Background: an optimization exercise with open tools, aiming at small area, a short achievable clock period and few clock cycles per item. Do not read the settings as production practice. The RTL was checked by simulation tests, not by an equivalence proof against the original design. Power and IR drop assume default switching activity.

== old ==
==> flow/design.v (excerpt) <==
module qr_rs_decoder (
  input  wire         clk,
  input  wire         rst,
  input  wire         cmd_valid,
  output wire         cmd_ready,
  input  wire [7:0]   cmd_n,
  input  wire [4:0]   cmd_k,
  input  wire         in_valid,
  output wire         in_ready,
  input  wire [7:0]   in_data,
  output reg          res_valid,
  output reg  [1:0]   res_err,
  output reg  [2:0]   res_sub,
  output reg  [3:0]   res_nerr,
  output wire [119:0] res_eloc,
  output wire [119:0] res_emag
);
  localparam KMAX = 30;
  function [7:0] gf_mul(input [7:0] a, input [7:0] b);
    integer i;
    reg [7:0] p, x;
    begin
      p = 8'h00;
      x = a;
      for (i = 0; i < 8; i = i + 1) begin
        if (b[i]) p = p ^ x;
        x = {x[6:0], 1'b0} ^ (x[7] ? 8'h1D : 8'h00);
      end
      gf_mul = p;
    end
  endfunction
  function [7:0] alpha_pow(input integer e);
    integer i;
    reg [7:0] x;
    begin
      x = 8'h01;
      for (i = 0; i < e; i = i + 1)
        x = {x[6:0], 1'b0} ^ (x[7] ? 8'h1D : 8'h00);
      alpha_pow = x;
    end
  endfunction
  function [3:0] g16_mul(input [3:0] a, input [3:0] b);
    integer m;
    reg [3:0] x;
    begin
      g16_mul = 4'h0;
      x = a;
      for (m = 0; m < 4; m = m + 1) begin
        if (b[m]) g16_mul = g16_mul ^ x;
        x = {x[2:0], 1'b0} ^ (x[3] ? 4'h3 : 4'h0);
      end
    end
  endfunction
  function [3:0] g16_inv(input [3:0] a);
    begin
      case (a)
        4'h0: g16_inv = 4'h0;
        4'h1: g16_inv = 4'h1;
        4'h2: g16_inv = 4'h9;
        4'h3: g16_inv = 4'hE;
        4'h4: g16_inv = 4'hD;
        4'h5: g16_inv = 4'hB;
        4'h6: g16_inv = 4'h7;
        4'h7: g16_inv = 4'h6;
        4'h8: g16_inv = 4'hF;
        4'h9: g16_inv = 4'h2;
        4'hA: g16_inv = 4'hC;
        4'hB: g16_inv = 4'h5;
        4'hC: g16_inv = 4'hA;
        4'hD: g16_inv = 4'h4;
        4'hE: g16_inv = 4'h3;
        4'hF: g16_inv = 4'h8;
        default: g16_inv = 4'h0;
      endcase
    end
  endfunction
  function [7:0] gf_lin(input [63:0] cols, input [7:0] a);
    integer m;
    begin
      gf_lin = 8'h00;
      for (m = 0; m < 8; m = m + 1)
        if (a[m]) gf_lin = gf_lin ^ cols[8*m +: 8];
    end
  endfunction
  function [11:0] gf_inv_a(input [7:0] a);
  ...
export LEC_CHECK = 0
export CAP_MARGIN = 20
export CORE_MARGIN = 2
export CORE_UTILIZATION = 42
export CTS_CLUSTER_DIAMETER = 80
export CTS_CLUSTER_SIZE = 20
export PLACE_DENSITY = 0.6
export SLEW_MARGIN = 20
create_clock -name core_clock -period 12.0 [get_ports {clk}]
standard.sh (not shown) runs the stock make flow with config.mk's settings and CLKGATE_MAP_FILE= SYNTH_SCRIPT=/design/flow/synth_recipe.tcl, a recipe that flattens the netlist after the stock synthesis.
==> flow/flow/run.sh <==
#!/bin/bash
# The standard layout (standard.sh: the ORFS flow, synthesis unchanged), with
#  - port buffers of buf_4 rather than the resizer's weakest buffer, and
#  - timing repair (after CTS and after global routing) aiming for 8.5 ns of
#    setup slack, i.e. a 3.5 ns register-to-register delay.
# Each tool writes its full log under orfs/logs; the make output goes to standard.log.
set -euo pipefail
export BUFFER_PORTS_ARGS="-buffer_cell sky130_fd_sc_hd__buf_4"
export SETUP_SLACK_MARGIN=8.5
bash standard.sh > standard.log 2>&1
Having completed the whole flow, old delivered a layout that passed the timing, DRC and antenna checks.
Testbench counts of old, summed over its fixed seeds: cycles 23,072, blocks 240.
[inputs] new vs old
- a change of PLACE_DENSITY from 0.6 to 0.65
- a change of CORE_UTILIZATION from 42 to 45
## What came out
Changes observed in new relative to old: total power divided by cell area moved up, total detailed-routing wirelength moved down. new vs old — combinational cell fraction of total power rose 0.7 points. Relative to old, layout overhead on the synthesized area decreased by 0.53 points in new. Comparing old and new, the lower die height was measured on new. [new vs old] global-route wire length before repair: lower in new. Measured against each other, old and new differ in met1 track utilization from global routing, the higher figure coming from new. Per the comparison of new with old, count of clock-buffer cells in the layout now sits lower, number of non-clock buffers now sits higher.

========
v42:
Another version of the RTL of qr_rs_decoder (not shown whole).
Size in the first run: about 14000 cells after synthesis, ~1800 flip-flops, ~280 I/O pins.
==> flow/config.mk <==
export PLATFORM = sky130hd
export DESIGN_NAME = qr_rs_decoder
export DESIGN_NICKNAME = qr_rs_decoder
export VERILOG_FILES = /design/flow/design.v
export SDC_FILE = /design/flow/constraint.sdc
export NUM_CORES = 8
export LEC_CHECK = 0
export CAP_MARGIN = 30
export CORE_MARGIN = 2
export CORE_UTILIZATION = 45
export CTS_CLUSTER_DIAMETER = 80
export CTS_CLUSTER_SIZE = 20
export PLACE_DENSITY = 0.65
export SLEW_MARGIN = 40
==> flow/constraint.sdc <==
create_clock -name core_clock -period 12.0 [get_ports {clk}]
set_input_delay 2.4000 -clock core_clock [delete_from_list [all_inputs] [get_ports {clk}]]
set_output_delay 2.4000 -clock core_clock [all_outputs]
set_load 0.01 [all_outputs]
Scripts as last shown in full above: flow/flow/run.sh
Testbench counts of v42, summed over its fixed seeds: cycles 23,168, blocks 240.
#### Input delta (v48 over v42)
--- a/flow/config.mk
+++ b/flow/config.mk
@@ -8 +8 @@
-export CAP_MARGIN = 30
+export CAP_MARGIN = 20
@@ -14 +14 @@
-export SLEW_MARGIN = 40
+export SLEW_MARGIN = 20
Notes after the runs:
Against v42, maximum vdd drop in v48 came out worse.
On sequential power, v42 tracks v48 almost exactly.
Where post-route minimum period is concerned, v42 is better than v48.
In v48, the met1 routed wirelength after detailed routing came out 1.4 mm above the value in v42.
Taking v42 as the reference, in v48 switching power shows an increase of about 2.8%; summed area of non-filler cells in the final layout decreased by 0.42% relative to the old numbers.
## Diff of input files: v7 against v48
--- a/flow/config.mk
+++ b/flow/config.mk
@@ -8 +8 @@
-export CAP_MARGIN = 20
+export CAP_MARGIN = 50
@@ -14 +14 @@
-export SLEW_MARGIN = 20
+export SLEW_MARGIN = 70
Results
v7 closes out successfully: all stages finished, all timing, DRC and antenna checks passed.
On latest clock arrival within the worst-skew pair, the higher figure sits with v7, not v48.
Delta (v7 minus v48): design area increased by about 7% relative to the old numbers, cell count moved up.
Worst max-slew margin expressed relative to the limit delta (v7 − v48): favourable
Any difference in sequential power between v48 and v7 is small enough to ignore.
Setup changes, v7 to v33
--- a/flow/config.mk
+++ b/flow/config.mk
@@ -10,2 +10,2 @@
-export CORE_UTILIZATION = 45
-export CTS_CLUSTER_DIAMETER = 80
+export CORE_UTILIZATION = 50
+export CTS_CLUSTER_DIAMETER = 60
@@ -13 +13 @@
-export PLACE_DENSITY = 0.65
+export PLACE_DENSITY = 0.7
Summary of v33 over v7: count of mapped cells out of synthesis has remained practically unchanged, core utilization increased 6.1 points. Between v7 and v33, the flow reports clock-buffer cell count increasing by more than 10%.
Relative to v33, the following input files were edited for v3:
--- a/flow/config.mk
+++ b/flow/config.mk
@@ -10,4 +10,2 @@
-export CORE_UTILIZATION = 50
-export CTS_CLUSTER_DIAMETER = 60
-export CTS_CLUSTER_SIZE = 20
-export PLACE_DENSITY = 0.7
+export CORE_UTILIZATION = 45
+export PLACE_DENSITY = 0.65
### Flow results
Looking at destination of the critical timing path, the res_eloc[87] result is from v33; the res_sub[2] one comes from v3.
Relative to v33, v3 degrades floorplan die area.
Final non-filler cell area deteriorates in v3 relative to v33.
First-pass GRT wire length across v33 and v3: no real change.

-- port drivers added, routing unchanged --
How much do the figures lean on ideal ports? The routed layouts below were timed once more, with nothing changed but the port constraints.
Step 1 sets driving cells, clkbuf_16 on the clock port and buf_2 on the other inputs (assumed; they add their load-dependent delay and slew).
Step 2 moves the port delays by t, midway between the first and last clock arrival at a register: inputs arrive t later, outputs are due t later. That takes back most of the time a late clock gives input paths.
Slacks: ideal ports / drivers / drivers and shift; pairs: ideal ports / drivers.
run | shift t [ns] | setup slack, ns | hold slack, ns | latest minus earliest clock arrival (ns) | worst register clock-pin slew, ns
old | 0.959 | 8.038 / 7.938 / 7.880 | 0.320 / 0.320 / 0.320 | 0.098 / 0.098 | 0.10 / 0.10
new | 0.995 | 8.010 / 7.903 / 7.925 | 0.328 / 0.328 / 0.328 | 0.128 / 0.128 | 0.10 / 0.10
v42 | 0.948 | 8.159 / 8.052 / 8.227 | 0.340 / 0.340 / 0.340 | 0.116 / 0.116 | 0.10 / 0.10
v48 | 0.960 | 8.155 / 8.042 / 8.228 | 0.336 / 0.336 / 0.336 | 0.075 / 0.075 | 0.10 / 0.10
v7 | 0.963 | 8.137 / 8.027 / 8.240 | 0.338 / 0.338 / 0.338 | 0.119 / 0.118 | 0.10 / 0.10
v33 | 0.975 | 8.125 / 8.019 / 8.133 | 0.331 / 0.331 / 0.331 | 0.123 / 0.123 | 0.10 / 0.10
v3 | 1.014 | 8.055 / 7.952 / 8.222 | 0.332 / 0.332 / 0.332 | 0.126 / 0.126 | 0.08 / 0.08
After both steps setup and hold are still met in every run listed. The setup slack of old, which loses most, moves by -0.100 ns with the drivers and by -0.158 ns with both steps.
